What follows belongs to an exercise in optimizing a design on an open flow for small area; a production flow would make more cautious choices.
Function was checked by simulation only, so behaviour that the tests miss may differ from the original.
The flow treats the clock pin as an ideal source, which a real chip does not have.
No activity file was given, so power comes from the tool's default toggle rates.

`flow/run.sh`:
```
#!/bin/bash
# The standard layout (the standard.sh: unchanged synthesis and steps), with two changes:
#  - the port buffers are made of the smallest buffer cell instead of the resizer's default;
#  - clock tree synthesis clusters up to 20 sinks per clkbuf_16 and adds no dummy loads.
set -euo pipefail
bash standard.sh \
  "BUFFER_PORTS_ARGS=-buffer_cell sky130_fd_sc_hd__buf_1" \
  "CTS_ARGS=-sink_clustering_enable -repair_clock_nets -dont_use_dummy_load -buf_list sky130_fd_sc_hd__clkbuf_16 -sink_clustering_size 20 -sink_clustering_max_diameter 100" \
  finish > standard_flow.log 2>&1
```
`standard.sh`:
```
#!/bin/bash
# synth_recipe.tcl (not shown) runs the flow's synth.tcl, then flattens the netlist and writes it again
# the make line also repeats each setting of config.mk as NAME=value (left out here)
make -C /OpenROAD-flow-scripts/flow DESIGN_CONFIG=/design/flow/config.mk WORK_HOME=/design/flow/orfs CLKGATE_MAP_FILE= SYNTH_SCRIPT=/design/flow/synth_recipe.tcl "${@:-finish}"
```
`config.mk`:
```
export PLATFORM = sky130hd
export DESIGN_NAME = adhat_engine
export DESIGN_NICKNAME = adhat_engine
export VERILOG_FILES = /design/flow/design.v
export SDC_FILE = /design/flow/constraint.sdc
export NUM_CORES = 4
export LEC_CHECK = 0
export CAP_MARGIN = 20
export CORE_MARGIN = 2
export CORE_UTILIZATION = 40
export PLACE_DENSITY = 0.6
export SLEW_MARGIN = 20
```
`constraint.sdc`:
```
create_clock -name core_clock -period 10.0 [get_ports {clk}]
set_input_delay 2.0000 -clock core_clock [delete_from_list [all_inputs] [get_ports {clk}]]
set_output_delay 2.0000 -clock core_clock [all_outputs]
set_load 0.01 [all_outputs]
```
`design.v`:
```
module adhat_engine (
    input  wire        clk,
    input  wire        rst,           
    input  wire        req_valid,
    output wire        req_ready,
    input  wire [4:0]  req_op,
    input  wire        req_adc,
    input  wire        req_sel,
    input  wire [7:0]  req_a,
    input  wire [7:0]  req_b,
    input  wire [7:0]  req_c,
    input  wire [7:0]  req_d,
    input  wire [7:0]  req_e,
    input  wire [7:0]  req_len,
    output wire [7:0]  lst_idx,
    input  wire        lst_sel,
    input  wire [7:0]  lst_a,
    input  wire [7:0]  lst_b,
    output wire        tp_valid,
    output reg  [3:0]  tp_kind,
    output reg  [7:0]  tp_data,
    input  wire        tp_ack,
    input  wire        tp_fail,
    input  wire [7:0]  tp_rdata,
    input  wire        tp_rdy,
    output wire        rsp_valid,
    output wire        val_valid,
    output wire [3:0]  rsp_status,
    output wire [31:0] rsp_value,
    output wire [7:0]  rsp_info_a,
    output wire [7:0]  rsp_info_b,
    output wire [7:0]  rsp_index,
    input  wire [4:0]  mir_addr,
    output wire [7:0]  mir_data,
    output reg  [2:0]  cfg_gain1,
    output reg  [3:0]  cfg_rate1,
    output reg  [2:0]  cfg_filt1,
    output reg         cfg_imode1,
    output reg  [2:0]  cfg_gain2,
    output reg  [1:0]  cfg_rate2,
    output reg         cfg_imode2,
    output reg         alive
);
    localparam NREG = 27;
    localparam OP_WRITEREG  = 5'h01, OP_READREG = 5'h02, OP_SENDCMD  = 5'h03,
               OP_WRITEBLK  = 5'h04, OP_VERIFY  = 5'h05, OP_CONVERT  = 5'h06,
               OP_SCAN      = 5'h07, OP_RTD     = 5'h08, OP_SETGAIN  = 5'h09,
               OP_SETRATE   = 5'h0A, OP_SETFILT = 5'h0B, OP_SETMODE  = 5'h0C,
               OP_HWRESET   = 5'h0D, OP_RELEASE = 5'h0E;
    localparam ST_OK = 4'd0, ST_TRANSPORT = 4'd1, ST_TIMEOUT = 4'd2, ST_CHECKSUM = 4'd3,
               ST_INVCHAN = 4'd4, ST_INVCONF = 4'd5, ST_FRAMELEN = 4'd6,
               ST_INVREG = 4'd7, ST_RELEASED = 4'd8;
    localparam TK_CSA = 4'd0, TK_CSD = 4'd1, TK_TX = 4'd2, TK_RX = 4'd3,
               TK_RDY = 4'd4, TK_PULSE = 4'd5, TK_DELAY = 4'd6, TK_IDLE = 4'd7;
    localparam S_IDLE  = 4'd0,  S_CHECK = 4'd1,  S_CSA   = 4'd2,  S_CMD   = 4'd3,
               S_PAY   = 4'd4,  S_CSD   = 4'd5,  S_ABORT = 4'd6,  S_CALL  = 4'd7,
               S_NEXT  = 4'd8,  S_POLL  = 4'd9,  S_VLOOP = 4'd10, S_FCHK  = 4'd11,
               S_ERR   = 4'd12, S_RESP  = 4'd13, S_SLOAD = 4'd14, S_LOOP  = 4'd15;
    localparam P_MAIN  = 4'd0, P_EXMUX = 4'd1, P_EXMAG = 4'd2, P_MUX   = 4'd3,
               P_DLY   = 4'd4, P_START = 4'd5, P_POLL  = 4'd6, P_FRAME = 4'd7,
               P_RELMAG = 4'd8, P_RELMUX = 4'd9;
    reg [3:0] st;
    reg [3:0] step;
    reg [4:0] op;
    reg       adc;
    reg       sel;            
    reg [7:0] ra, rb, rc, rd;
    reg [7:0] rp;             
    reg [2:0] rx;             
    reg       ebad;           
    reg [7:0] idx;            
    reg [7:0] acc;            
    reg [3:0] code;
    wire [31:0] fr = {rd, rb, ra, rp};
    wire [10:0] pcnt = {rx, rp};
    reg [7:0] mir [0:NREG-1];
    reg [7:0] mir_rd;
    integer ri;
    always @(*) begin
        mir_rd = 8'h00;
        for (ri = 0; ri < NREG; ri = ri + 1)
            mir_rd = mir_rd | (mir[ri] & {8{mir_addr == ri}});
    end
    assign mir_data  = mir_rd;
    assign req_ready = (st == S_IDLE);
    assign lst_idx   = idx;
    function [7:0] reset_value;
        input [4:0] a;
        begin
            case (a)
                5'h01: reset_value = 8'h11;
                5'h02: reset_value = 8'h05;
                5'h04: reset_value = 8'h80;
                5'h05: reset_value = 8'h04;
                5'h06: reset_value = 8'h01;
                5'h0C: reset_value = 8'h40;
                5'h0D: reset_value = 8'hBB;
                5'h16: reset_value = 8'h01;
                5'h1A: reset_value = 8'h40;
                default: reset_value = 8'h00;
            endcase
        end
    endfunction
    function [7:0] crc8_byte;
        input [7:0] c_in;
        input [7:0] b;
        integer k;
        reg [7:0] c;
        begin
            c = c_in ^ b;
            for (k = 0; k < 8; k = k + 1)
                c = c[7] ? ((c << 1) ^ 8'h07) : (c << 1);
            crc8_byte = c;
        end
    endfunction
    wire [10:0] blast1 = (cfg_rate1 == 4'd0)  ? 11'd1713 :
                         (cfg_rate1 == 4'd1)  ? 11'd273 :
                         (cfg_rate1 == 4'd2)  ? 11'd405  :
                         (cfg_rate1 == 4'd3)  ? 11'd456  :
                         (cfg_rate1 == 4'd4)  ? 11'd348  :
                         (cfg_rate1 == 4'd5)  ? 11'd201  :
                         (cfg_rate1 == 4'd6)  ? 11'd1048   :
                         (cfg_rate1 == 4'd7)  ? 11'd2001   :
                         (cfg_rate1 == 4'd8)  ? 11'd2032   :
                         (cfg_rate1 == 4'd9)  ? 11'd2023   :
                         (cfg_rate1 == 4'd10) ? 11'd2041   :
                         (cfg_rate1 == 4'd11) ? 11'd2044   : 11'd1022;
    wire [10:0] blast2 = (cfg_rate2 == 2'd0) ? 11'd405 :
                         (cfg_rate2 == 2'd1) ? 11'd2001  :
                         (cfg_rate2 == 2'd2) ? 11'd2032  : 11'd1951;
    wire [10:0] blast  = adc ? blast2 : blast1;
    wire is_verify = (op == OP_VERIFY);
    wire is_scan   = (op == OP_SCAN);
    wire is_rtd    = (op == OP_RTD);
    wire [7:0] maxidx  = adc ? 8'd9 : 8'd10;
    wire       bad_p   = (ra > maxidx);
    wire       bad_n   = sel && (rb > maxidx);
    wire [1:0] chk_field = mir[2][1:0];
    wire       chk_unsup = (chk_field == 2'b00) || (chk_field == 2'b11);
    wire [7:0] mux_byte  = {ra[3:0], sel ? rb[3:0] : 4'hA};
    wire       ra_hi0    = (ra[7:4] == 4'd0);
    wire       ra_lo0    = (ra[3:0] == 4'd0);
    wire       ra_p2lo   = (ra[3:0] == 4'd1) || (ra[3:0] == 4'd2) || (ra[3:0] == 4'd4) || (ra[3:0] == 4'd8);
    wire       ra_p2hi   = (ra[7:4] == 4'd1) || (ra[7:4] == 4'd2) || (ra[7:4] == 4'd4) || (ra[7:4] == 4'd8);
    wire       gain_ok   = ((ra_hi0 && ra_p2lo) || (ra_lo0 && ra_p2hi)) && (adc || !ra[7]);
    wire [2:0] gain_code = {ra[7] | ra[6] | ra[5] | ra[4],
                            ra[7] | ra[6] | ra[3] | ra[2],
                            ra[7] | ra[5] | ra[3] | ra[1]};
    wire       rate2_ok   = (ra == 8'd2) || (ra == 8'd7) || (ra == 8'd8) || (ra == 8'd16);
    wire [1:0] rate2_code = {ra[3] | ra[4], ra[0] | ra[4]};
    wire [7:0] rtd_delay_ms = (rx == 3'd0) ? 8'd0  :
                              (rx == 3'd1) ? 8'd1  :
                              (rx == 3'd2) ? 8'd2  :
                              (rx == 3'd3) ? 8'd5  :
                              (rx == 3'd4) ? 8'd10 :
                              (rx == 3'd5) ? 8'd20 :
                              (rx == 3'd6) ? 8'd50 : 8'd100;
    wire is_ctrl_cmd = (ra == 8'h04) || (ra == 8'h06) || (ra == 8'h08) ||
                       (ra == 8'h0A) || (ra == 8'h0C) || (ra == 8'h0E);
    wire [8:0] blk_end = {1'b0, ra} + {1'b0, rb};
    reg [4:0] t_addr;         
    reg [7:0] t_wd;           
    reg       t_wreg;         
    reg [7:0] t_cmd;          
    reg       t_rd;           
    reg       t_none;         
    always @(*) begin
        t_addr = ra[4:0];
        t_wd   = rb;
        t_wreg = 1'b1;
        t_rd   = 1'b0;
        t_none = 1'b0;
        case (step)
            P_EXMUX:  begin t_addr = 5'h0D; t_wd = rc; end
            P_EXMAG:  begin t_addr = 5'h0E; t_wd = rd; end
            P_MUX:    begin t_addr = adc ? 5'h16 : 5'h06; t_wd = mux_byte; end
            P_RELMAG: begin t_addr = 5'h0E; t_wd = 8'h00; end
            P_RELMUX: begin t_addr = 5'h0D; t_wd = 8'hBB; end
            P_START:  begin t_wreg = 1'b0; t_none = 1'b1; end
            P_FRAME:  begin t_wreg = 1'b0; t_rd = 1'b1; end
            default: begin
                case (op)
                    OP_READREG:  begin t_wreg = 1'b0; t_rd = 1'b1; end
                    OP_SENDCMD:  begin t_wreg = 1'b0; t_none = 1'b1; end
                    OP_WRITEBLK: t_wd = lst_a;
                    OP_SETGAIN: begin
                        t_addr = adc ? 5'h15 : 5'h05;
                        t_wd   = adc ? {mir[21][7:3], gain_code} : {mir[5][7], gain_code, mir[5][3:0]};
                    end
                    OP_SETRATE: begin
                        t_addr = adc ? 5'h15 : 5'h05;
                        t_wd   = adc ? {rate2_code, mir[21][5:0]} : {mir[5][7:4], ra[3:0]};
                    end
                    OP_SETFILT: begin
                        t_addr = 5'h04;
                        t_wd   = {ra[2:0], mir[4][4:0]};
                    end
                    default: ;
                endcase
            end
        endcase
        case (step)
            P_START: t_cmd = adc ? 8'h0C : 8'h08;
            P_FRAME: t_cmd = adc ? 8'h14 : 8'h12;
            default: t_cmd = t_wreg ? {3'b010, t_addr} : (t_rd ? {3'b001, ra[4:0]} : ra);
        endcase
    end
    wire frame_ck  = adc ? (rx == 3'd3) : (rx == 3'd4);
    assign tp_valid = (st == S_CSA) || (st == S_CMD) || (st == S_PAY) || (st == S_CSD) ||
                      (st == S_ABORT) || (st == S_CALL) || (st == S_POLL);
    always @(*) begin
        tp_kind = TK_CSA;
        tp_data = 8'h00;
        case (st)
            S_CSA:   tp_kind = TK_CSA;
            S_CMD:   begin tp_kind = TK_TX; tp_data = t_cmd; end
            S_PAY:   begin tp_kind = t_rd ? TK_RX : TK_TX; tp_data = t_rd ? 8'h00 : t_wd; end
            S_CSD,
            S_ABORT: tp_kind = TK_CSD;
            S_CALL:  begin
                if (step == P_DLY) begin tp_kind = TK_DELAY; tp_data = rtd_delay_ms; end
                else tp_kind = (op == OP_HWRESET) ? TK_PULSE : TK_IDLE;
            end
            S_POLL:  tp_kind = TK_RDY;
            default: ;
        endcase
    end
    wire acked = tp_valid && tp_ack;
    wire       amode = is_verify ? ra[0] : chk_field[0];    
    wire [7:0] abyte = is_verify ? lst_a : tp_rdata;
    wire [7:0] anext = amode ? (acc + abyte) : crc8_byte(acc, abyte);
    wire resp   = (st == S_RESP);
    wire ok     = (code == ST_OK);
    assign rsp_valid  = resp;
    assign val_valid  = (st == S_FCHK) && is_scan && (acc == 8'h00);
    assign rsp_status = code;
    wire show_frame = ((op == OP_CONVERT) || is_rtd || (is_scan && !resp)) && ok;
    wire show_byte  = (op == OP_READREG) && ok;
    wire match      = (acc == rb);
    assign rsp_value[31:24] = show_frame ? (adc ? {8{fr[23]}} : fr[31:24]) : 8'h00;
    assign rsp_value[23:8]  = show_frame ? fr[23:8] : 16'h0000;
    assign rsp_value[7:1]   = (show_frame || show_byte) ? fr[7:1] : 7'd0;
    assign rsp_value[0]     = ((show_frame || show_byte) && fr[0]) || (is_verify && ok && match);
    assign rsp_info_a = (code == ST_INVREG)  ? ((ra >= NREG) ? ra : NREG) :
                        (code == ST_INVCHAN) ? (bad_p ? ra : rb) : 8'h00;
    assign rsp_info_b = (code == ST_INVREG)  ? NREG :
                        (code == ST_INVCHAN) ? maxidx : 8'h00;
    assign rsp_index  = (is_scan && !ok && code != ST_RELEASED) ? idx : 8'h00;
    wire mir_we  = (st == S_CSD) && acked && !tp_fail && t_wreg;
    wire reload  = rst || ((st == S_NEXT) && (step == P_MAIN) &&
                           ((op == OP_SENDCMD && ra == 8'h06) || op == OP_HWRESET));
    wire [7:0] wd_lo = t_wd & {8{!reload}};     
    wire [7:0] wd_hi = t_wd | {8{reload}};      
    genvar gi;
    generate
        for (gi = 0; gi < NREG; gi = gi + 1) begin : g_mir
            localparam [7:0] RV = reset_value(gi);
            always @(posedge clk)
                if (reload || (mir_we && t_addr == gi))
                    mir[gi] <= (wd_hi & RV) | (wd_lo & ~RV);
        end
    endgenerate
    integer i;
    task reload_state;
        begin
            cfg_gain1  <= 3'd0;
            cfg_rate1  <= 4'd4;
            cfg_filt1  <= 3'd4;
            cfg_imode1 <= 1'b0;
            cfg_gain2  <= 3'd0;
            cfg_rate2  <= 2'd0;
            cfg_imode2 <= 1'b0;
        end
    endtask
    task go;
        input [3:0] nstep;
        begin
            step <= nstep;
            st   <= (nstep == P_DLY || (nstep == P_MAIN && (op == OP_HWRESET || op == OP_RELEASE))) ? S_CALL : S_CSA;
        end
    endtask
    task fail;
        input [3:0] c;
        begin
            if (code == ST_OK) code <= c;
            st <= S_ERR;
        end
    endtask
    task respond;
        input [3:0] c;
        begin
            code <= c;
            st   <= S_RESP;
        end
    endtask
    always @(posedge clk) begin
        if (rst) begin
            st    <= S_IDLE;
            alive <= 1'b1;
            reload_state;
        end else begin
            case (st)
                S_IDLE: begin
                    if (req_valid) begin
                        op   <= req_op;
                        adc  <= req_adc;
                        sel  <= req_sel || (req_op == OP_RTD);
                        ra   <= req_a;
                        rb   <= req_b;
                        rc   <= (req_op == OP_RTD) ? req_c : req_len;
                        rd   <= req_d;
                        rx   <= req_e[2:0];
                        ebad <= (req_e[7:3] != 5'd0);
                        idx  <= 8'd0;
                        code <= ST_OK;
                        step <= P_MAIN;
                        st   <= S_CHECK;
                    end
                end
                S_CHECK: begin
                    acc <= ra[0] ? 8'h9B : 8'h00;
                    if (!alive) begin
                        respond(ST_RELEASED);
                    end else begin
                        case (op)
                            OP_WRITEREG, OP_READREG: begin
                                if (ra >= NREG) respond(ST_INVREG);
                                else go(P_MAIN);
                            end
                            OP_SENDCMD: begin
                                if (!is_ctrl_cmd) respond(ST_INVCONF);
                                else go(P_MAIN);
                            end
                            OP_WRITEBLK: begin
                                if (rc != rb)
                                    respond(ST_FRAMELEN);
                                else if (rb == 8'd0)
                                    respond(ST_OK);
                                else if (blk_end > NREG)
                                    respond(ST_INVREG);
                                else
                                    st <= S_LOOP;
                            end
                            OP_VERIFY: begin
                                if (ra > 8'd1) respond(ST_INVCONF);
                                else st <= S_VLOOP;
                            end
                            OP_CONVERT, OP_RTD: begin
                                if (bad_p || bad_n)
                                    respond(ST_INVCHAN);
                                else if (chk_unsup || (is_rtd && ebad))
                                    respond(ST_INVCONF);
                                else
                                    go(is_rtd ? P_EXMUX : P_MUX);
                            end
                            OP_SCAN: st <= S_LOOP;
                            OP_SETGAIN: begin
                                if (!gain_ok) respond(ST_INVCONF);
                                else go(P_MAIN);
                            end
                            OP_SETRATE: begin
                                if (adc ? !rate2_ok : (ra > 8'd15)) respond(ST_INVCONF);
                                else go(P_MAIN);
                            end
                            OP_SETFILT: begin
                                if (adc || ra > 8'd4) respond(ST_INVCONF);
                                else go(P_MAIN);
                            end
                            OP_SETMODE: begin
                                if (ra > 8'd1)
                                    respond(ST_INVCONF);
                                else begin
                                    if (!adc) cfg_imode1 <= ra[0];
                                    else      cfg_imode2 <= ra[0];
                                    respond(ST_OK);
                                end
                            end
                            OP_HWRESET: go(P_MAIN);
                            OP_RELEASE: begin
                                alive <= 1'b0;
                                go(P_MAIN);
                            end
                            default: respond(ST_INVCONF);
                        endcase
                    end
                end
                S_CSA: if (acked) begin
                    if (tp_fail) fail(ST_TRANSPORT);
                    else st <= S_CMD;
                end
                S_CMD: if (acked) begin
                    if (tp_fail) st <= S_ABORT;
                    else begin
                        if (step == P_FRAME) begin
                            acc <= chk_field[0] ? 8'h9B : (adc ? 8'h6C : 8'h7E);
                            rx  <= 3'd0;
                        end
                        st  <= t_none ? S_CSD : S_PAY;
                    end
                end
                S_PAY: if (acked) begin
                    if (tp_fail) st <= S_ABORT;
                    else if (step == P_FRAME) begin
                        rx <= rx + 3'd1;
                        if (frame_ck) begin
                            acc <= acc ^ tp_rdata;
                            st  <= S_CSD;
                        end else begin
                            acc <= anext;
                            {rd, rb, ra, rp} <= {rb, ra, rp, tp_rdata};
                        end
                    end else begin
                        if (t_rd) rp <= tp_rdata;
                        st <= S_CSD;
                    end
                end
                S_CSD: if (acked) begin
                    if (tp_fail) fail(ST_TRANSPORT);
                    else begin
                        if (t_wreg) begin
                            if (op == OP_SETGAIN) begin
                                if (!adc) cfg_gain1 <= gain_code;
                                else      cfg_gain2 <= gain_code;
                            end
                            if (op == OP_SETRATE) begin
                                if (!adc) cfg_rate1 <= ra[3:0];
                                else      cfg_rate2 <= rate2_code;
                            end
                            if (op == OP_SETFILT)
                                cfg_filt1 <= ra[2:0];
                        end
                        st <= S_NEXT;
                    end
                end
                S_ABORT: if (acked) fail(ST_TRANSPORT);
                S_CALL: if (acked) begin
                    if (tp_fail) fail(ST_TRANSPORT);
                    else st <= S_NEXT;
                end
                S_POLL: if (acked) begin
                    if (tp_fail) fail(ST_TRANSPORT);
                    else if (tp_rdy) go(P_FRAME);
                    else if (pcnt == blast) fail(ST_TIMEOUT);
                    else {rx, rp} <= {pcnt[9:0], ~(pcnt[10] ^ pcnt[8])};
                end
                S_NEXT: begin
                    case (step)
                        P_MAIN: begin
                            if ((op == OP_SENDCMD && ra == 8'h06) || op == OP_HWRESET)
                                reload_state;
                            if (op == OP_WRITEBLK) begin
                                ra[4:0] <= ra[4:0] + 5'd1;
                                idx <= idx + 8'd1;
                                st  <= S_LOOP;
                            end else
                                respond(ST_OK);
                        end
                        P_EXMUX: go(P_EXMAG);
                        P_EXMAG: go(P_MUX);
                        P_MUX:   go((is_rtd && rx != 3'd0) ? P_DLY : P_START);
                        P_DLY:   go(P_START);
                        P_START: begin
                            {rx, rp} <= 11'd0;
                            step <= P_POLL;
                            st   <= S_POLL;
                        end
                        P_FRAME: st <= S_FCHK;
                        P_RELMAG: go(P_RELMUX);
                        default: respond(code);
                    endcase
                end
                S_FCHK: begin
                    if (acc != 8'h00)
                        fail(ST_CHECKSUM);
                    else if (is_scan) begin
                        idx <= idx + 8'd1;
                        st  <= S_LOOP;
                    end else if (is_rtd)
                        go(P_RELMAG);
                    else
                        respond(ST_OK);
                end
                S_LOOP: begin
                    if (idx == rc)
                        respond(ST_OK);
                    else if (is_scan) begin
                        ra  <= lst_a;
                        rb  <= lst_b;
                        sel <= lst_sel;
                        st  <= S_SLOAD;
                    end else
                        go(P_MAIN);
                end
                S_SLOAD: begin
                    if (bad_p || bad_n)
                        respond(ST_INVCHAN);
                    else if (chk_unsup)
                        respond(ST_INVCONF);
                    else
                        go(P_MUX);
                end
                S_VLOOP: begin
                    if (idx == rc)
                        respond(ST_OK);
                    else begin
                        acc <= anext;
                        idx <= idx + 8'd1;
                    end
                end
                S_ERR: begin
                    if (is_rtd && step != P_RELMUX)
                        go((step == P_RELMAG) ? P_RELMUX : P_RELMAG);
                    else
                        st <= S_RESP;
                end
                S_RESP: st <= S_IDLE;
                default: st <= S_IDLE;
            endcase
        end
    end
endmodule
```
==> results.txt, run 1 <==
Post-CTS Setup Inserts=0; RSZ-0062 raised after global routing=no; Post-CTS Hold Buffers=0; Residual DRC=0; share of layout cells above drive strength 1=7.756%; worst hold start=cfg_imode1$_SDFFE_PP0P_; Rows=78; combinational power share=between 40% and 50%; f_max=155.7 MHz; CP most frequent cell=buf_1; Hold Path Depth=2; worst-path cell chain=buf_1 -> or3b_2 -> nor2_1 -> a221oi_1 -> nand4_1 -> or2_2 -> buf_1; post-detailed-routing wire length=78,970 µm; I/O pin count=201; Pre-Repair DR Iteration Count=8; Synth-to-Final Area Change=11.38%; GPL Wtd Cong=1.035; fin crit share=64.23%; crit-path max FO=8; top_reg_cell synth=edfxtp_1; Via Count=16,430; PostCTS Resize Cnt=0; Power, Total=5.315 mW; WP buf/inv=2; CP delay by family, top=simple AND/OR/NAND/NOR gates; clk_skew=61.04 ps; Setup TNS=0 ps; Skew-Pair Late Insertion Delay=560 ps; internal power=2.980 mW; die height=216.9 µm; Final ANT Viol Nets=0; Initial Util=between 40 and 50%; vias in the first global route=15,170; FF+latch count, synth=313; R2R Path Start=st[0]$_SDFFE_PP0P_; Avg Inst Size Synth=~10 µm²; hold_ws=480.5 ps; Max Cap Viol=0; final hold vios=0; P per Cell Area=263.1 nW/µm²; FFs w/ async S/R, synth=0%; Gate Count Post-Synth=about 1,800; DR vias/cell=about 6.4; largest net degree at the start of global routing=51; quantity of I/O buffers inserted on ports=~200; launching element type of the critical path=input port; total grt overflow=0; register area share after synthesis=50.61%; Worst VDD drop=between 150 and 200 µV; placed cells=between 2,000 and 3,000; WL/cell=approximately 31 µm; Post-DP HPWL=60,240 µm; hold path endpoint=cfg_imode1$_SDFFE_PP0P_; Slew @ Worst Pin=about 1200 ps; clock share of power=approximately 15%; CTS tree=built; H-Tree Depth=1; reg-to-reg slack, setup=~5400 ps; Crit Reg-Reg Endpoint=mir[14][5]$_DFFE_PP_; Critical Path RT=8000 ps; area of the core=45,090 µm²; fin crit period=6423 ps; fin. max-slew vios=0; Setup CP Type=input port to output pin; first-pass GRT wire length=111,400 µm; Register-to-Register Path Depth=8; setup violators final=0; CTS root buf=clkbuf_16; WP data arrival=between 4000 and 5000 ps; Max-Slew Margin vs Limit=17.13%; sequential power share=44.1%; CP max stage delay=900 ps; Reg clk slew, reported paths=80 ps; switching power total=between 2 and 2.5 mW; die area=47,060 µm²; non-filler instance count after layout=about 2,500; total track usage=32.84%; status=timing/DRC/antenna clean; switching part of the total=43.93%; Crit-path slowest cell=nor2_1; CTS buffer count=20; Netlist cell types=98; clk sinks=313; antenna violations before repair=1; post-synthesis cell area=between 15,000 and 20,000 µm²; Post-synth EDFFs=291; Die W=216.9 µm; Warnings, synthesis=2; crit path from=mir_addr[3]; Hold Path Class=flip-flop to flip-flop; Crit. End Element=output pin; Leak Pwr=7.061 nW; CTS max path bufs=3; Nets=2,080; Initial DRC Count=2,353
[power by group through the flow]
stage / logic (mW) / clock network [mW] / registers, mW
after CTS: 2.13 / 0.792 / 2.33
after floorplan: 1.42 / 0 / 2.10
after detailed placement: 2.12 / 0 / 2.35
after global routing: 2.33 / 0.835 / 2.36
after global placement: 2.10 / 0 / 2.37
final: 2.19 / 0.784 / 2.34
[cell usage in the layout (no fill, tap or decap), types with 24 or more instances in the layout]
cell      Yosys  final
a21oi_1      97     96
a221oi_1     46     46
a22o_1       50     50
a22oi_1      37     37
and2_1       35     35
buf_1        12    195
buf_4         7     62
edfxtp_1    291    291
ha_1         38     38
inv_1        34     34
nand2_1     175    175
nand2b_1     32     32
nand3_1      38     38
nand4_1      27     27
nor2_1      206    201
nor2b_1      24     24
nor3_1       30     28
o21ai_0     108     96
xnor2_1      36     36
xor2_1       39     39
[tightest hold or removal path: stages, from the launching register on]
cell and delay, ps:
dfxtp_1 320, o21ai_0 60, a21oi_1 60
[logic make-up after synthesis]
logic type | count (synthesis) | synth area share, %
AO/OA/AOI/OAI | 508 | 19.95
XOR/XNOR | 75 | 3.622
adder cells (fa/ha/maj) | 41 | 2.904
buffers and inverters | 132 | 3.146
flip-flops | 313 | 50.61
multiplexers | 40 | 2.346
other | 1 | 0.02068
AND/OR/NAND/NOR | 652 | 17.41
[stage by stage]
stage	instance area, µm²	utilization [%]	worst slack (ps)
2_1_floorplan	18150	-	4716
3_3_place_gp	19680	43.65	3839
3_5_place_dp	19690	43.66	3749
4_1_cts	20190	44.77	3727
5_1_grt	20200	44.80	3548
6_report	20200	44.80	3577
[Yosys cell counts, drive strengths merged, types with 27 or more instances]
cell    instances  area [µm²]
nand3          38       190.2
nand2b         33       214.0
nor2          208       790.8
nand4          27       168.9
a221oi         47       417.9
o21ai         115       575.6
a22oi          37       277.8
edfxtp        291        8738
buf            47       250.2
a22o           50       437.9
ha             38       475.5
clkbuf         49       185.2
and2           35       219.0
inv            34       127.6
xnor2          36       315.3
nor3           30       150.1
a21oi         102       529.3
nand2         176       663.1
xor2           39       341.6
[layer usage]
| metal | share of wire [%] | track usage [%] | vias up |
|---|---|---|---|
| met4 | 3.2 | 8.813 | 0 |
| met1 | 43 | 48.18 | 8150 |
| met3 | 9.5 | 4.738 | 135 |
| met2 | 44 | 50.82 | 1067 |
| met5 | 0 | 0 | - |
| li1 | - | - | 7079 |
[registers in the layout, indices dropped and copies added, names as in the netlist, 4 cells and up]
| register | flops |
|---|---|
| op | 5 |
| rb | 8 |
| mir | 216 |
| acc | 8 |
| st | 4 |
| idx | 8 |
| rd | 8 |
| step | 4 |
| code | 4 |
| rp | 8 |
| ra | 8 |
| rc | 8 |
| cfg_rate1 | 4 |
[worst max-delay path by stage]
stage	depth (start not counted)	end	slack, ps
6_report	7	mir_data[4]	3580
5_1_grt	7	mir_data[4]	3550
4_1_cts	8	tp_data[6]	3730
3_5_place_dp	8	mir_data[6]	3750
3_3_place_gp	8	mir_data[4]	3840
2_1_floorplan	7	mir_data[5]	4720
[layout make-up]
class / instances / area (µm²)
inverter: 36 / 135.1
tap: 600 / 750.7
antenna: 1 / 2.502
timing repair buffer: 257 / 1197
fill: 4363 / 24890
multi-input combinational: 1321 / 8436
sequential: 313 / 9179
clock buffer: 20 / 500.5
==> inputs of run 2 (changes only) <==
--- a/design.v
+++ b/design.v
@@ -52,7 +52,7 @@
                ST_INVREG = 4'd7, ST_RELEASED = 4'd8;
     localparam TK_CSA = 4'd0, TK_CSD = 4'd1, TK_TX = 4'd2, TK_RX = 4'd3,
                TK_RDY = 4'd4, TK_PULSE = 4'd5, TK_DELAY = 4'd6, TK_IDLE = 4'd7;
-    localparam S_IDLE  = 4'd0,  S_CHECK = 4'd1,  S_CSA   = 4'd2,  S_CMD   = 4'd3,
+    localparam S_IDLE  = 4'd0,                   S_CSA   = 4'd2,  S_CMD   = 4'd3,
                S_PAY   = 4'd4,  S_CSD   = 4'd5,  S_ABORT = 4'd6,  S_CALL  = 4'd7,
                S_NEXT  = 4'd8,  S_POLL  = 4'd9,  S_VLOOP = 4'd10, S_FCHK  = 4'd11,
                S_ERR   = 4'd12, S_RESP  = 4'd13, S_SLOAD = 4'd14, S_LOOP  = 4'd15;
@@ -138,15 +138,9 @@
     wire [1:0] chk_field = mir[2][1:0];
     wire       chk_unsup = (chk_field == 2'b00) || (chk_field == 2'b11);
     wire [7:0] mux_byte  = {ra[3:0], sel ? rb[3:0] : 4'hA};
-    wire       ra_hi0    = (ra[7:4] == 4'd0);
-    wire       ra_lo0    = (ra[3:0] == 4'd0);
-    wire       ra_p2lo   = (ra[3:0] == 4'd1) || (ra[3:0] == 4'd2) || (ra[3:0] == 4'd4) || (ra[3:0] == 4'd8);
-    wire       ra_p2hi   = (ra[7:4] == 4'd1) || (ra[7:4] == 4'd2) || (ra[7:4] == 4'd4) || (ra[7:4] == 4'd8);
-    wire       gain_ok   = ((ra_hi0 && ra_p2lo) || (ra_lo0 && ra_p2hi)) && (adc || !ra[7]);
     wire [2:0] gain_code = {ra[7] | ra[6] | ra[5] | ra[4],
                             ra[7] | ra[6] | ra[3] | ra[2],
                             ra[7] | ra[5] | ra[3] | ra[1]};
-    wire       rate2_ok   = (ra == 8'd2) || (ra == 8'd7) || (ra == 8'd8) || (ra == 8'd16);
     wire [1:0] rate2_code = {ra[3] | ra[4], ra[0] | ra[4]};
     wire [7:0] rtd_delay_ms = (rx == 3'd0) ? 8'd0  :
                               (rx == 3'd1) ? 8'd1  :
@@ -155,9 +149,15 @@
                               (rx == 3'd4) ? 8'd10 :
                               (rx == 3'd5) ? 8'd20 :
                               (rx == 3'd6) ? 8'd50 : 8'd100;
-    wire is_ctrl_cmd = (ra == 8'h04) || (ra == 8'h06) || (ra == 8'h08) ||
-                       (ra == 8'h0A) || (ra == 8'h0C) || (ra == 8'h0E);
-    wire [8:0] blk_end = {1'b0, ra} + {1'b0, rb};
+    wire q_ctrl_cmd = (req_a == 8'h04) || (req_a == 8'h06) || (req_a == 8'h08) ||
+                      (req_a == 8'h0A) || (req_a == 8'h0C) || (req_a == 8'h0E);
+    wire [8:0] q_blk_end = {1'b0, req_a} + {1'b0, req_b};
+    wire q_hi0 = (req_a[7:4] == 4'd0);
+    wire q_lo0 = (req_a[3:0] == 4'd0);
+    wire q_p2lo = (req_a[3:0] == 4'd1) || (req_a[3:0] == 4'd2) || (req_a[3:0] == 4'd4) || (req_a[3:0] == 4'd8);
+    wire q_p2hi = (req_a[7:4] == 4'd1) || (req_a[7:4] == 4'd2) || (req_a[7:4] == 4'd4) || (req_a[7:4] == 4'd8);
+    wire q_gain_ok = ((q_hi0 && q_p2lo) || (q_lo0 && q_p2hi)) && (req_adc || !req_a[7]);
+    wire q_rate2_ok = (req_a == 8'd2) || (req_a == 8'd7) || (req_a == 8'd8) || (req_a == 8'd16);
     reg [4:0] t_addr;         
     reg [7:0] t_wd;           
     reg       t_wreg;         
@@ -312,76 +312,66 @@
                         rx   <= req_e[2:0];
                         ebad <= (req_e[7:3] != 5'd0);
                         idx  <= 8'd0;
+                        acc  <= req_a[0] ? 8'h9B : 8'h00;
                         code <= ST_OK;
                         step <= P_MAIN;
-                        st   <= S_CHECK;
-                    end
-                end
-                S_CHECK: begin
-                    acc <= ra[0] ? 8'h9B : 8'h00;
-                    if (!alive) begin
-                        respond(ST_RELEASED);
-                    end else begin
-                        case (op)
-                            OP_WRITEREG, OP_READREG: begin
-                                if (ra >= NREG) respond(ST_INVREG);
-                                else go(P_MAIN);
-                            end
-                            OP_SENDCMD: begin
-                                if (!is_ctrl_cmd) respond(ST_INVCONF);
-                                else go(P_MAIN);
-                            end
-                            OP_WRITEBLK: begin
-                                if (rc != rb)
-                                    respond(ST_FRAMELEN);
-                                else if (rb == 8'd0)
-                                    respond(ST_OK);
-                                else if (blk_end > NREG)
-                                    respond(ST_INVREG);
-                                else
-                                    st <= S_LOOP;
-                            end
-                            OP_VERIFY: begin
-                                if (ra > 8'd1) respond(ST_INVCONF);
-                                else st <= S_VLOOP;
-                            end
-                            OP_CONVERT, OP_RTD: begin
-                                if (bad_p || bad_n)
-                                    respond(ST_INVCHAN);
-                                else if (chk_unsup || (is_rtd && ebad))
-                                    respond(ST_INVCONF);
-                                else
-                                    go(is_rtd ? P_EXMUX : P_MUX);
-                            end
-                            OP_SCAN: st <= S_LOOP;
-                            OP_SETGAIN: begin
-                                if (!gain_ok) respond(ST_INVCONF);
-                                else go(P_MAIN);
-                            end
-                            OP_SETRATE: begin
-                                if (adc ? !rate2_ok : (ra > 8'd15)) respond(ST_INVCONF);
-                                else go(P_MAIN);
-                            end
-                            OP_SETFILT: begin
-                                if (adc || ra > 8'd4) respond(ST_INVCONF);
-                                else go(P_MAIN);
-                            end
-                            OP_SETMODE: begin
-                                if (ra > 8'd1)
-                                    respond(ST_INVCONF);
-                                else begin
-                                    if (!adc) cfg_imode1 <= ra[0];
-                                    else      cfg_imode2 <= ra[0];
-                                    respond(ST_OK);
+                        if (!alive) begin
+                            respond(ST_RELEASED);
+                        end else begin
+                            case (req_op)
+                                OP_WRITEREG, OP_READREG: begin
+                                    if (req_a >= NREG) respond(ST_INVREG);
+                                    else st <= S_CSA;
                                 end
-                            end
-                            OP_HWRESET: go(P_MAIN);
-                            OP_RELEASE: begin
-                                alive <= 1'b0;
-                                go(P_MAIN);
-                            end
-                            default: respond(ST_INVCONF);
-                        endcase
+                                OP_SENDCMD: begin
+                                    if (!q_ctrl_cmd) respond(ST_INVCONF);
+                                    else st <= S_CSA;
+                                end
+                                OP_WRITEBLK: begin
+                                    if (req_len != req_b)
+                                        respond(ST_FRAMELEN);
+                                    else if (req_b == 8'd0)
+                                        respond(ST_OK);
+                                    else if (q_blk_end > NREG)
+                                        respond(ST_INVREG);
+                                    else
+                                        st <= S_LOOP;
+                                end
+                                OP_VERIFY: begin
+                                    if (req_a > 8'd1) respond(ST_INVCONF);
+                                    else st <= S_VLOOP;
+                                end
+                                OP_CONVERT, OP_RTD: st <= S_SLOAD;
+                                OP_SCAN: st <= S_LOOP;
+                                OP_SETGAIN: begin
+                                    if (!q_gain_ok) respond(ST_INVCONF);
+                                    else st <= S_CSA;
+                                end
+                                OP_SETRATE: begin
+                                    if (req_adc ? !q_rate2_ok : (req_a > 8'd15)) respond(ST_INVCONF);
+                                    else st <= S_CSA;
+                                end
+                                OP_SETFILT: begin
+                                    if (req_adc || req_a > 8'd4) respond(ST_INVCONF);
+                                    else st <= S_CSA;
+                                end
+                                OP_SETMODE: begin
+                                    if (req_a > 8'd1)
+                                        respond(ST_INVCONF);
+                                    else begin
+                                        if (!req_adc) cfg_imode1 <= req_a[0];
+                                        else          cfg_imode2 <= req_a[0];
+                                        respond(ST_OK);
+                                    end
+                                end
+                                OP_HWRESET: st <= S_CALL;
+                                OP_RELEASE: begin
+                                    alive <= 1'b0;
+                                    st    <= S_CALL;
+                                end
+                                default: respond(ST_INVCONF);
+                            endcase
+                        end
                     end
                 end
                 S_CSA: if (acked) begin
@@ -494,10 +484,10 @@
                 S_SLOAD: begin
                     if (bad_p || bad_n)
                         respond(ST_INVCHAN);
-                    else if (chk_unsup)
+                    else if (chk_unsup || (is_rtd && ebad))
                         respond(ST_INVCONF);
                     else
-                        go(P_MUX);
+                        go(is_rtd ? P_EXMUX : P_MUX);
                 end
                 S_VLOOP: begin
                     if (idx == rc)
==> results.txt, run 2 <==
status=timing/DRC/antenna clean; WP buf/inv=2; Crit-path slowest cell=nor2_1; fin area=19,950 µm²; GPL Wtd Cong=0.9944; Crit Reg-Reg Endpoint=mir[1][2]$_DFFE_PP_; fin crit period=6293 ps; clock share of power=16.6%; fin worst setup slack=3707 ps; Top reg by flops=mir; CTS buffer count=20; H-Tree Depth=1; Setup TNS=0 ps; Avg Inst Size Synth=10.26 µm²; non-filler instance count after layout=2,516; sequential power share=a little under half; clk sinks=313; top_reg_cell synth=edfxtp_1; die height=216.0 µm; post-route core utilization=a little under half; FF+latch count, synth=313; PostCTS Resize Cnt=0; FFs w/ async S/R, synth=0%; Gate Count Post-Synth=between 1,500 and 2,000; Post-DP HPWL=55,190 µm; switching power total=between 1.5 and 2 mW; DR vias/cell=between 6 and 7; final hold vios=0; Post-CTS Setup Inserts=0; post-detailed-routing wire length=72,970 µm; area of the core=44,320 µm²; setup violators final=0; clk_skew=56.72 ps; Residual DRC=0; Via Count=16,160; Crit. End Element=output pin; diode count=0; fin. max-slew vios=0; launching element type of the critical path=input port; Hold Path Class=flip-flop to flip-flop; Register-to-Register Path Depth=7; Post-CTS Hold Buffers=0; Power, Total=4.661 mW; Die W=216.0 µm; CTS root buf=clkbuf_16; first-pass GRT wire length=103,900 µm; largest net degree at the start of global routing=40; WL/cell=29.00 µm; vias in the first global route=14,620; Initial Util=40.58%; internal power=2.756 mW; Synth-to-Final Area Change=10.96%; crit-path max FO=8; f_max=roughly 160 MHz; max FFs per register=216; CTS max path bufs=3; count leader, synth=edfxtp_1; die area=46,670 µm²; register area share after synthesis=51.04%; placed cells=2,496; quantity of I/O buffers inserted on ports=195; combinational power share=36.4%; top post-synthesis cells by count=291 x edfxtp_1, 180 x nor2_1, 178 x nand2_1; most common cell after layout, fill and taps aside=edfxtp_1; switching part of the total=40.88%; Pre-Repair DR Iteration Count=8; Leak Pwr=between 6 and 7 nW; fin crit share=between 60 and 70%; Synth area leaders=edfxtp_1 49%, nor2_1 3.8%, nand2_1 3.7%, o21ai_0 3.1%, a21oi_1 2.5%; Netlist cell types=86; CP most frequent cell=buf_1; Max Cap Viol=0; post-synthesis cell area=between 15,000 and 20,000 µm²; worst hold start=cfg_filt1[0]$_SDFFE_PP0P_; reg-to-reg slack, setup=roughly 5600 ps; Setup CP Type=input port to output pin; antenna violations before repair=2; Synth top area share=48.59%; total grt overflow=0; Reg clk slew, reported paths=80 ps; Final ANT Viol Nets=0; Placed Area=19,440 µm²; total track usage=30.45%; Critical Path RT=8000 ps; leading area contributor after synthesis=edfxtp_1; R2R Path Start=step[3]$_DFFE_PP_; CTS tree=built; Rows=77; share of layout cells above drive strength 1=approximately 6.4%; hold path endpoint=cfg_filt1[0]$_SDFFE_PP0P_; Slew @ Worst Pin=between 1000 and 1500 ps; RSZ-0062 raised after global routing=no; Worst VDD drop=135.9 µV; Post-synth EDFFs=around 290; WP data arrival=roughly 4300 ps; P per Cell Area=233.6 nW/µm²; CP delay by family, top=simple AND/OR/NAND/NOR gates; Max-Slew Margin vs Limit=24.15%; Nets=2,054; Hold Path Depth=2; hold_ws=508.6 ps; I/O pin count=201; worst-path cell chain=buf_1 -> or3b_2 -> nor2_1 -> a221oi_1 -> and3_1 -> nand4_1 -> or2_2 -> buf_1; Initial DRC Count=2,575; Warnings, synthesis=2; CP max stage delay=approximately 700 ps; Skew-Pair Late Insertion Delay=approximately 550 ps; DP Worst Slack=~3800 ps; highest-count cells in the layout ignoring fill and taps=291 x edfxtp_1, 195 x buf_1, 180 x nor2_1
## run 2: changes by cell type after synthesis, moves of 6 or more
| cell | previous run | this run |
|---|---|---|
| nor2_1 | 206 | 180 |
| a22oi_1 | 37 | 47 |
| o2111ai_1 | 10 | 3 |
| nor2b_1 | 24 | 33 |
| buf_2 | 26 | 12 |
| a211oi_1 | 3 | 9 |
| a21oi_1 | 97 | 91 |
| a31oi_1 | 6 | 12 |
| clkbuf_1 | 48 | 58 |
## run 2: worst max path at each step
| stage | cells past startpoint | to | start |
|---|---|---|---|
| 3_5_place_dp | 8 | mir_data[2] | mir_addr[3] |
| 2_1_floorplan | 7 | mir_data[2] | mir_addr[3] |
| 5_1_grt | 9 | mir_data[2] | mir_addr[2] |
| 6_report | 8 | mir_data[2] | mir_addr[3] |
| 3_3_place_gp | 9 | mir_data[2] | mir_addr[2] |
| 4_1_cts | 8 | mir_data[2] | mir_addr[3] |
## run 2: kinds of logic (layout without fill, tap and decap cells)
kind of cell	Yosys count	in the layout	synth area share, %
DFF	313	313	51.04
xor gates and xnor gates	76	76	3.701
AOI/OAI and AO/OA	510	510	19.67
and+or+nand+nor	645	645	17.50
buffers and inverters	129	296	2.964
adders and majority gates	38	38	2.713
other	1	5	0.02085
muxes	41	41	2.386
## run 2: area by class of cell
class,count,area (µm²)
clock buffer,20,500.5
fill,4308,24360
inverter,38,142.6
multi-input combinational,1315,8337
sequential,313,9179
tap,592,740.7
timing repair buffer,238,1055
## run 2: layer usage
| layer | vias to the layer above | GRT usage (%) | share of wire (%) |
|---|---|---|---|
| li1 | 6996 | - | - |
| met1 | 7950 | 46.49 | 43 |
| met2 | 1114 | 43.47 | 41 |
| met3 | 102 | 7.301 | 13 |
| met4 | 2 | 6.644 | 2.5 |
| met5 | - | 0 | 0.014 |
## run 2: power groups by stage
stage          clock network [mW]  logic [mW]  registers [mW]
6_report                    0.776        1.70            2.19
5_1_grt                     0.825        1.82            2.20
4_1_cts                     0.784        1.65            2.17
3_5_place_dp                    0        1.65            2.19
3_3_place_gp                    0        1.62            2.20
2_1_floorplan                   0        1.07            2.01
## run 2: worst reg2reg max path: cells and delay by family, from the launching register on
kind               cells  cell delay (ps)
AOI/OAI and AO/OA      1              910
DFF                    1              900
and+or+nand+nor        6             2190
==> inputs of run 3 (changes only) <==
==> flow/run.sh (replaced) <==
#!/bin/bash
# The standard layout (the standard.sh: unchanged synthesis and steps), with three changes:
#  - the port buffers are made of the smallest buffer cell instead of the resizer's default;
#  - clock tree synthesis clusters up to 20 sinks per clkbuf_16 and adds no dummy loads;
#  - the resizer repairs nets with the small buffers only (flow/small_buffers.tcl, sourced
#    before each step that may insert buffers).
set -euo pipefail
H="$PWD/flow/small_buffers.tcl"
bash standard.sh \
  "BUFFER_PORTS_ARGS=-buffer_cell sky130_fd_sc_hd__buf_1" \
  "CTS_ARGS=-sink_clustering_enable -repair_clock_nets -dont_use_dummy_load -buf_list sky130_fd_sc_hd__clkbuf_16 -sink_clustering_size 20 -sink_clustering_max_diameter 100" \
  "PRE_GLOBAL_PLACE_TCL=$H" "PRE_RESIZE_TCL=$H" "PRE_DETAIL_PLACE_TCL=$H" "PRE_CTS_TCL=$H" \
  "PRE_REPAIR_TIMING_POST_PLACE_TCL=$H" "PRE_GLOBAL_ROUTE_TCL=$H" \
  finish > standard_flow.log 2>&1
==> flow/small_buffers.tcl (new file) <==
# Sourced before each placement, resizing, clock-tree and routing step: the resizer may
# use only the small buffers (buf_1, buf_2) when it repairs slew, capacitance or timing.
set_dont_use {sky130_fd_sc_hd__buf_4 sky130_fd_sc_hd__buf_6 sky130_fd_sc_hd__buf_8 sky130_fd_sc_hd__buf_12 sky130_fd_sc_hd__buf_16 sky130_fd_sc_hd__bufbuf_8 sky130_fd_sc_hd__bufbuf_16}
--- a/config.mk
+++ b/config.mk
@@ -8,5 +8,6 @@
 export CAP_MARGIN = 20
 export CORE_MARGIN = 2
 export CORE_UTILIZATION = 40
+export GPL_ROUTABILITY_DRIVEN = 0
 export PLACE_DENSITY = 0.6
 export SLEW_MARGIN = 20
==> results.txt, run 3 <==
CP delay by family, top=simple AND/OR/NAND/NOR gates; CTS buffer count=20; Netlist cell types=86; crit path from=mir_addr[2]; die area=46,670 µm²; Max-Slew Margin vs Limit=15.81%; register area share after synthesis=between 50% and 60%; CTS tree=built; M3 GR Usage=7.808%; sequential power share=48.9%; Critical Path RT=8000 ps; PostCTS Resize Cnt=0; non-filler instance count after layout=2,506; Pre-Repair DR Iteration Count=9; worst-path cell chain=buf_1 -> or3b_2 -> nor2_1 -> a22o_1 -> a221oi_1 -> and3_1 -> nand4_1 -> or2_2 -> buf_1; Slew @ Worst Pin=between 1000 and 1500 ps; Gate Count Post-Synth=1,753; P per Cell Area=234.1 nW/µm²; area of the core=around 44,000 µm²; GRT busiest layer=met1; diode count=0; largest net degree at the start of global routing=41; Residual DRC=0; setup violators final=0; Setup CP Type=input port to output pin; max FFs per register=216; most common cell after layout, fill and taps aside=edfxtp_1; placed cells=2,483; Crit. End Element=output pin; FF+latch count, synth=313; RSZ-0062 raised after global routing=no; share of layout cells above drive strength 1=4.754%; leading area contributor after synthesis=edfxtp_1; final hold vios=0; GR met1 Demand/Resource=42.78%; launching element type of the critical path=input port; top_reg_cell synth=edfxtp_1; CP most frequent cell=buf_1; M2 GR Usage=41.14%; CP max stage delay=around 520 ps; R2R Path Start=adc$_DFFE_PP_; vias in the first global route=approximately 15,000; DP Worst Slack=3870 ps; switching power total=1.901 mW; I/O pin count=about 200; total track usage=29.04%; Max Cap Viol=0; clock share of power=17.1%; fin crit period=6201 ps; crit-path max FO=8; Via Count=around 16,000; first-pass GRT wire length=100,600 µm; Synth area leaders=edfxtp_1 49%, nor2_1 3.8%, nand2_1 3.7%, o21ai_0 3.1%, a21oi_1 2.5%; Synth top area share=48.59%; fin. max-slew vios=0; antenna violations before repair=2; Top reg by flops=mir; combinational power share=between 30 and 40%; die height=216.0 µm; fin worst setup slack=3799 ps; quantity of I/O buffers inserted on ports=195; Hold Path Class=flip-flop to flip-flop; total grt overflow=0; post-detailed-routing wire length=69,960 µm; Skew-Pair Late Insertion Delay=570 ps; count leader, synth=edfxtp_1; Setup TNS=0 ps; Synth-to-Final Area Change=9.929%; Post-synth EDFFs=291; clk_skew=about 52 ps; Reg clk slew, reported paths=70 ps; status=timing/DRC/antenna clean; fin crit share=62.01%; Post-CTS Setup Inserts=0; Worst VDD drop=111.0 µV; f_max=161.3 MHz; Initial Util=between 40% and 50%; DR vias/cell=6.527; WP data arrival=4200 ps; highest-count cells in the layout ignoring fill and taps=291 x edfxtp_1, 218 x buf_1, 180 x nor2_1; Initial DRC Count=approximately 2,800; internal power=between 2 and 3 mW; Die W=216.0 µm; WL/cell=27.92 µm; WP buf/inv=2; Warnings, synthesis=2; Nets=~2,000; Power, Total=4.628 mW; FFs w/ async S/R, synth=0%; switching part of the total=41.08%; Crit-path slowest cell=or3b_2; post-synthesis cell area=about 18,000 µm²; Post-CTS Hold Buffers=0; Avg Inst Size Synth=10.26 µm²; worst hold start=cfg_gain2[1]$_SDFFE_PP0P_; top post-synthesis cells by count=291 x edfxtp_1, 180 x nor2_1, 178 x nand2_1; Post-DP HPWL=52,670 µm; Leak Pwr=6.735 nW; Rows=77; clk sinks=313; Final ANT Viol Nets=0
-- run 3: per-layer routing --
layer / up-vias / part of all wire [%]
met5: - / 0
met1: 7885 / 41
met4: 0 / 3.8
met3: 174 / 14
met2: 1310 / 41
li1: 6988 / -
-- run 3: cells by family (layout without fill, tap and decap cells) --
kind of cell / Yosys count / in the layout / share of synthesized area [%]
and+or+nand+nor: 645 / 645 / 17.50
AOI/OAI and AO/OA: 510 / 510 / 19.67
DFF: 313 / 313 / 51.04
buffers and inverters: 129 / 286 / 2.964
xor gates and xnor gates: 76 / 76 / 3.701
muxes: 41 / 41 / 2.386
adders and majority gates: 38 / 38 / 2.713
other: 1 / 5 / 0.02085
-- run 3: through the flow --
stage               utilization (%)  hold slack [ps]  area, µm²
global placement              43.36            481.3      19210
floorplan                         -            531.2      18000
CTS                           44.53            510.7      19740
finish                        44.61            502.5      19770
detailed placement            43.40            487.9      19230
global route                  44.61            543.6      19770
-- run 3: worst paths after layout --
| check | slack (ps) | cells past startpoint | to |
|---|---|---|---|
| max | 3800 | 9 | mir_data[2] |
| max reg2reg | 5330 | 8 | rp[0]$_DFFE_PP_ |
| min reg2reg | 500 | 2 | cfg_gain2[1]$_SDFFE_PP0P_ |
| min | 500 | 2 | cfg_gain2[1]$_SDFFE_PP0P_ |
-- run 3: worst reg2reg max path, stage by stage (launching register included) --
cell	delay (ps)
edfxtp_1	320
buf_2	720
inv_1	430
buf_1	530
and3_1	310
a21oi_1	510
nand2b_1	480
o2111ai_1	180
nor2_1	800
-- run 3: power by group through the flow --
stage	Clock [mW]	Sequential [mW]	Combinational [mW]
2_1_floorplan	0	2.01	1.07
3_3_place_gp	0	2.27	1.48
3_5_place_dp	0	2.26	1.51
4_1_cts	0.797	2.23	1.51
5_1_grt	0.840	2.27	1.68
6_report	0.792	2.26	1.57
-- run 3: area by class of cell --
class	count	area (µm²)
fillers	4303	24550
inverters	38	142.6
repair buffers	228	868.3
clock buffers	20	500.5
flip-flops and latches	313	9179
well taps	592	740.7
multi-input cells	1315	8338
==> inputs of run 4 (changes only) <==
--- a/config.mk
+++ b/config.mk
@@ -7,7 +7,7 @@
 export LEC_CHECK = 0
 export CAP_MARGIN = 20
 export CORE_MARGIN = 2
-export CORE_UTILIZATION = 40
+export CORE_UTILIZATION = 65
 export GPL_ROUTABILITY_DRIVEN = 0
-export PLACE_DENSITY = 0.6
+export PLACE_DENSITY = 0.8
 export SLEW_MARGIN = 20
==> results.txt, run 4 <==
status=timing/DRC/antenna clean; WP data arrival=approximately 4300 ps; fin crit share=63.07%; leading area contributor after synthesis=edfxtp_1; M1 wire length=23,070 µm; Residual DRC=0; CP most frequent cell=buf_1; fin area=19,430 µm²; Hold Path Class=flip-flop to flip-flop; Crit. End Element=output pin; Synth-to-Final Area Change=8.050%; placed cells=2,235; Critical Path RT=8000 ps; Placed Area=18,920 µm²; FF+latch count, synth=313; Die W=between 150 and 200 µm; Levels on crit path=8; setup violators final=0; largest net degree at the start of global routing=35; share of layout cells above drive strength 1=4.182%; Final ANT Viol Nets=0; Warnings, synthesis=2; Synth area leaders=edfxtp_1 49%, nor2_1 3.8%, nand2_1 3.7%, o21ai_0 3.1%, a21oi_1 2.5%; CTS tree=built; antenna violations before repair=1; Nets=about 2,000; area of the core=about 27,000 µm²; top_reg_cell synth=edfxtp_1; Initial DRC Count=3,748; Max-Slew Margin vs Limit=11.90%; worst-path cell chain=buf_1 -> or3b_2 -> nor2_1 -> a221oi_1 -> and3_1 -> nand4_1 -> or2_2 -> buf_1; RSZ-0062 raised after global routing=no; first-pass GRT wire length=93,560 µm; most common cell after layout, fill and taps aside=edfxtp_1; Worst VDD drop=184.5 µV; fin worst setup slack=3693 ps; FFs w/ async S/R, synth=0%; P per Cell Area=236.0 nW/µm²; Slew @ Worst Pin=1309 ps; vias in the first global route=about 15,000; Post-CTS Setup Inserts=0; post-synthesis cell area=17,980 µm²; Post-synth EDFFs=roughly 290; Avg Inst Size Synth=10.26 µm²; post-detailed-routing wire length=64,440 µm; Pre-Repair DR Iteration Count=13; CP endpoint=mir_data[2]; Crit Reg-Reg Endpoint=rp[2]$_DFFE_PP_; hold_ws=506.8 ps; Via Count=16,950; Max Cap Viol=0; highest-count cells in the layout ignoring fill and taps=291 x edfxtp_1, 226 x buf_1, 179 x nor2_1; reg-to-reg slack, setup=roughly 5000 ps; DR vias/cell=7.515; CTS buffer count=19; non-filler instance count after layout=2,256; Top reg by flops=mir; Initial Util=about two thirds; Skew-Pair Late Insertion Delay=530 ps; post-route core utilization=71.90%; fin crit period=6307 ps; CP max stage delay=630 ps; top sig layer=met5; Register-to-Register Path Depth=8; crit-path max FO=8; f_max=158.5 MHz; WP buf/inv=2; Gate Count Post-Synth=1,753; Netlist cell types=86; fin. max-slew vios=0; top post-synthesis cells by count=291 x edfxtp_1, 180 x nor2_1, 178 x nand2_1; Power, Total=4.586 mW; Setup TNS=0 ps; Post-CTS Hold Buffers=0; PostCTS Resize Cnt=0; Post-DP HPWL=47,330 µm; clk_skew=48.58 ps; total grt overflow=0; max FFs per register=216; WL/cell=28.57 µm; crit path from=mir_addr[3]; count leader, synth=edfxtp_1; clk sinks=313; Setup CP Type=input port to output pin; I/O pin count=approximately 200; quantity of I/O buffers inserted on ports=about 200; DR WL met2=24,640 µm; die height=170.3 µm; total track usage=between 40% and 50%; CP delay by family, top=simple AND/OR/NAND/NOR gates; Rows=60; register area share after synthesis=just over 50%; final hold vios=0; fillers=2,028; R2R Path Start=adc$_DFFE_PP_; Leak Pwr=6.696 nW; met3 WL=13,440 µm; DP Worst Slack=3855 ps; Synth top area share=48.59%; launching element type of the critical path=input port; Crit-path slowest cell=nor2_1; die area=29,010 µm²; Reg clk slew, reported paths=80 ps
[run 4: cell types whose count changed in the layout (fill, tap and decap cells not counted), moves of 2 or more]
cell      before  now
diode_2        0    2
o21ai_2        4    2
o21ai_0       95  102
buf_1        218  226
buf_2          8    2
o21ai_1       27   22
clkbuf_2       2    0
[run 4: cell families (layout without fill, tap and decap cells)]
group / count (synthesis) / after routing / share of synthesized area, %
buffers and inverters: 129 / 285 / 2.964
AO/OA/AOI/OAI: 510 / 510 / 19.67
multiplexers: 41 / 41 / 2.386
AND/OR/NAND/NOR: 645 / 645 / 17.50
adder cells (fa/ha/maj): 38 / 38 / 2.713
flip-flops: 313 / 313 / 51.04
XOR/XNOR: 76 / 76 / 3.701
other: 1 / 7 / 0.02085
[run 4: worst min-delay path by stage]
stage | to | depth (start not counted) | slack, ps | from
after CTS | cfg_filt1[0]$_SDFFE_PP0P_ | 2 | 510 | cfg_filt1[0]$_SDFFE_PP0P_
after floorplan | cfg_filt1[0]$_SDFFE_PP0P_ | 2 | 530 | cfg_filt1[0]$_SDFFE_PP0P_
after global placement | cfg_gain2[1]$_SDFFE_PP0P_ | 2 | 480 | cfg_gain2[1]$_SDFFE_PP0P_
after detailed placement | cfg_filt1[1]$_SDFFE_PP0P_ | 2 | 490 | cfg_filt1[1]$_SDFFE_PP0P_
final | cfg_filt1[0]$_SDFFE_PP0P_ | 2 | 510 | cfg_filt1[0]$_SDFFE_PP0P_
after global routing | cfg_filt1[0]$_SDFFE_PP0P_ | 2 | 540 | cfg_filt1[0]$_SDFFE_PP0P_
[run 4: routing by layer]
metal | global-route usage (%) | vias to the layer above
li1 | - | 6991
met1 | 61.86 | 7853
met2 | 58.61 | 1766
met3 | 22.12 | 340
met4 | 12.78 | 4
met5 | 0 | -
[run 4: layout make-up]
type                       instances  area [µm²]  share of cell area [%]
sequential                       313        9179                   47.24
multi-input combinational       1315        8344                   42.94
timing repair buffer             228       858.3                   4.417
clock buffer                      19       475.5                   2.447
tap                              341       426.7                   2.196
inverter                          38       142.6                  0.7341
antenna                            2       5.005                 0.02576
[run 4: worst min-delay path, cell delays in order, from the launching register on]
cell and delay (ps):
dfxtp_1 340, mux2i_1 70, nor2_1 70
[run 4: power by group]
part	leakage [nW]	total, mW	switching (mW)	internal [mW]
clock network	0.234	0.748	0.409	0.339
logic	3.40	1.57	1.07	0.491
registers	3.06	2.27	0.392	1.88
total	6.70	4.59	1.88	2.71
==> inputs of run 5 (changes only) <==
==> flow/run.sh (replaced) <==
#!/bin/bash
# The standard layout (the standard.sh: unchanged synthesis and steps), with three changes:
#  - the port buffers are made of the smallest buffer cell instead of the resizer's default;
#  - clock tree synthesis clusters up to 24 sinks per clkbuf_16 and adds no dummy loads;
#  - the resizer repairs nets with the small buffers only (flow/small_buffers.tcl, sourced
#    before each step that may insert buffers).
set -euo pipefail
H="$PWD/flow/small_buffers.tcl"
bash standard.sh \
  "BUFFER_PORTS_ARGS=-buffer_cell sky130_fd_sc_hd__buf_1" \
  "CTS_ARGS=-sink_clustering_enable -repair_clock_nets -dont_use_dummy_load -buf_list sky130_fd_sc_hd__clkbuf_16 -sink_clustering_size 24 -sink_clustering_max_diameter 100" \
  "PRE_GLOBAL_PLACE_TCL=$H" "PRE_RESIZE_TCL=$H" "PRE_DETAIL_PLACE_TCL=$H" "PRE_CTS_TCL=$H" \
  "PRE_REPAIR_TIMING_POST_PLACE_TCL=$H" "PRE_GLOBAL_ROUTE_TCL=$H" \
  finish > standard_flow.log 2>&1
--- a/config.mk
+++ b/config.mk
@@ -7,7 +7,7 @@
 export LEC_CHECK = 0
 export CAP_MARGIN = 20
 export CORE_MARGIN = 2
-export CORE_UTILIZATION = 65
+export CORE_UTILIZATION = 40
 export GPL_ROUTABILITY_DRIVEN = 0
-export PLACE_DENSITY = 0.8
+export PLACE_DENSITY = 0.6
 export SLEW_MARGIN = 20
==> results.txt, run 5 <==
Initial DRC Count=2,838; highest-count cells in the layout ignoring fill and taps=291 x edfxtp_1, 218 x buf_1, 180 x nor2_1; Reg clk slew, reported paths=around 70 ps; M2 GR Usage=41.13%; total track usage=about 29%; Setup CP Type=input port to output pin; crit path from=mir_addr[2]; clk_skew=62.31 ps; non-filler instance count after layout=2,501; largest net degree at the start of global routing=41; Crit-path slowest cell=or3b_2; Warnings, synthesis=2; Critical Path RT=8000 ps; Pre-Repair DR Iteration Count=7; Via Count=16,290; vias in the first global route=approximately 15,000; Avg Inst Size Synth=10.26 µm²; Residual DRC=0; R2R Path Start=adc$_DFFE_PP_; FF+latch count, synth=313; Post-CTS Setup Inserts=0; Power, Total=4.570 mW; Hold Path Depth=2; Placed Area=19,230 µm²; Leak Pwr=6.699 nW; Worst VDD drop=113.4 µV; Post-synth EDFFs=291; launching element type of the critical path=input port; Max-Slew Margin vs Limit=17.48%; antenna violations before repair=2; share of layout cells above drive strength 1=around 4.6%; Crit Reg-Reg Endpoint=mir[15][4]$_DFFE_PP_; Setup TNS=0 ps; reg-to-reg slack, setup=5370 ps; I/O pin count=201; GRT busiest layer=met1; die height=about 220 µm; fin area=19,710 µm²; final hold vios=0; P per Cell Area=231.9 nW/µm²; Gate Count Post-Synth=1,753; top_reg_cell synth=edfxtp_1; crit-path max FO=8; count leader, synth=edfxtp_1; Register-to-Register Path Depth=8; Hold Path Class=flip-flop to flip-flop; placed cells=2,483; setup violators final=0; area of the core=around 44,000 µm²; CP most frequent cell=buf_1; Slew @ Worst Pin=1228 ps; Netlist cell types=86; Post-DP HPWL=52,670 µm; total grt overflow=0; CP endpoint=mir_data[2]; fin worst setup slack=3805 ps; Nets=just over 2,000; WP data arrival=4190 ps; quantity of I/O buffers inserted on ports=195; fin. max-slew vios=0; post-synthesis cell area=roughly 18,000 µm²; diode count=0; RSZ-0062 raised after global routing=no; CTS buffer count=18; f_max=161.4 MHz; first-pass GRT wire length=100,500 µm; Rows=77; post-route core utilization=44.47%; hold_ws=500.9 ps; Post-CTS Hold Buffers=0; Initial Util=40.58%; Die W=216.0 µm; leading area contributor after synthesis=edfxtp_1; Max Cap Viol=0; clk sinks=between 300 and 400; Final ANT Viol Nets=0; Top reg by flops=mir; FFs w/ async S/R, synth=0%; Crit. End Element=output pin; register area share after synthesis=51.04%; CTS tree=built; Synth-to-Final Area Change=9.588%; most common cell after layout, fill and taps aside=edfxtp_1; Synth top area share=between 40% and 50%; die area=46,670 µm²; WL/cell=27.89 µm; PostCTS Resize Cnt=0; fin crit period=6195 ps; DR vias/cell=6.514; fin crit share=61.95%; Skew-Pair Late Insertion Delay=540 ps; Synth area leaders=edfxtp_1 49%, nor2_1 3.8%, nand2_1 3.7%, o21ai_0 3.1%, a21oi_1 2.5%; GR met1 Demand/Resource=43.11%; worst-path cell chain=buf_1 -> or3b_2 -> nor2_1 -> a22o_1 -> a221oi_1 -> and3_1 -> nand4_1 -> or2_2 -> buf_1; CP max stage delay=520 ps; top post-synthesis cells by count=291 x edfxtp_1, 180 x nor2_1, 178 x nand2_1; status=timing/DRC/antenna clean; max FFs per register=around 220; M3 GR Usage=under 10%; DP Worst Slack=3870 ps; post-detailed-routing wire length=69,760 µm
[run 5: cell counts after synthesis]
No cell type changed its count.
[run 5: area by class of cell]
cell class                      count  area (µm²)
Fill cell                        4300       24610
Clock buffer                       18       450.4
Tap cell                          592       740.7
Inverter                           38       142.6
Multi-Input combinational cell   1315        8342
Timing Repair Buffer              225       853.3
Sequential cell                   313        9179
[run 5: kinds of logic (layout without fill, tap and decap cells)]
group / count (synthesis) / after routing / synth area share (%)
AO/OA/AOI/OAI: 510 / 510 / 19.67
XOR/XNOR: 76 / 76 / 3.701
adder cells (fa/ha/maj): 38 / 38 / 2.713
buffers and inverters: 129 / 281 / 2.964
flip-flops: 313 / 313 / 51.04
multiplexers: 41 / 41 / 2.386
other: 1 / 5 / 0.02085
AND/OR/NAND/NOR: 645 / 645 / 17.50
[run 5: worst max-delay path: cells and delay by family]
family | cells | cell delay (ps)
AO/OA/AOI/OAI | 2 | 300
buffers and inverters | 2 | 360
AND/OR/NAND/NOR | 5 | 1520
[run 5: worst min-delay path by stage]
stage                                      endpoint                 startpoint
final                     cfg_gain2[1]$_SDFFE_PP0P_  cfg_gain2[1]$_SDFFE_PP0P_
after global routing      cfg_gain1[0]$_SDFFE_PP0P_  cfg_gain1[0]$_SDFFE_PP0P_
after CTS                   cfg_imode1$_SDFFE_PP0P_    cfg_imode1$_SDFFE_PP0P_
after detailed placement    cfg_imode1$_SDFFE_PP0P_    cfg_imode1$_SDFFE_PP0P_
after global placement    cfg_gain1[0]$_SDFFE_PP0P_  cfg_gain1[0]$_SDFFE_PP0P_
after floorplan           cfg_filt1[0]$_SDFFE_PP0P_  cfg_filt1[0]$_SDFFE_PP0P_
[run 5: routing by layer]
| layer | up-vias | part of all wire [%] |
|---|---|---|
| met5 | - | 0.019 |
| met4 | 2 | 3.8 |
| met3 | 189 | 14 |
| met2 | 1259 | 41 |
| met1 | 7866 | 41 |
| li1 | 6975 | - |
[run 5: report_power, final]
group	leakage, nW	internal, mW	total [mW]	switching (mW)
Sequential	3.06	1.88	2.26	0.382
Clock	0.222	0.322	0.743	0.421
Combinational	3.42	0.491	1.57	1.08
Total	6.70	2.69	4.57	1.88

[separate check: timing with driven ports]
No port has a modelled driver above. Below, the same layouts with a new extraction and two added sets of constraints.
Step 1, drivers: a clkbuf_16 drives clk and a buf_2 each remaining input, both assumed.
Step 2 moves the port delays by t, midway between the first and last clock arrival at a register: inputs arrive t later, outputs are due t later. That takes back most of the time a late clock gives input paths.
a / b / c = ideal ports / drivers / drivers and shift; a / b = the first two.
run	shift t [ns]	setup WS [ns]	clock arrival spread, ns	worst register clock-pin slew, ns
run 1	0.587	3.577 / 3.546 / 3.546	0.061 / 0.061	0.09 / 0.09
run 2	0.581	3.707 / 3.677 / 3.677	0.056 / 0.056	0.09 / 0.09
run 3	0.602	3.799 / 3.774 / 3.774	0.056 / 0.056	0.09 / 0.09
run 4	0.560	3.693 / 3.669 / 3.669	0.049 / 0.049	0.09 / 0.09
run 5	0.570	3.805 / 3.780 / 3.780	0.063 / 0.063	0.10 / 0.10
After both steps every run listed still meets setup and hold. For run 1, which loses most, drivers alone change the setup slack by -0.031 ns; drivers and shift together by -0.031 ns.
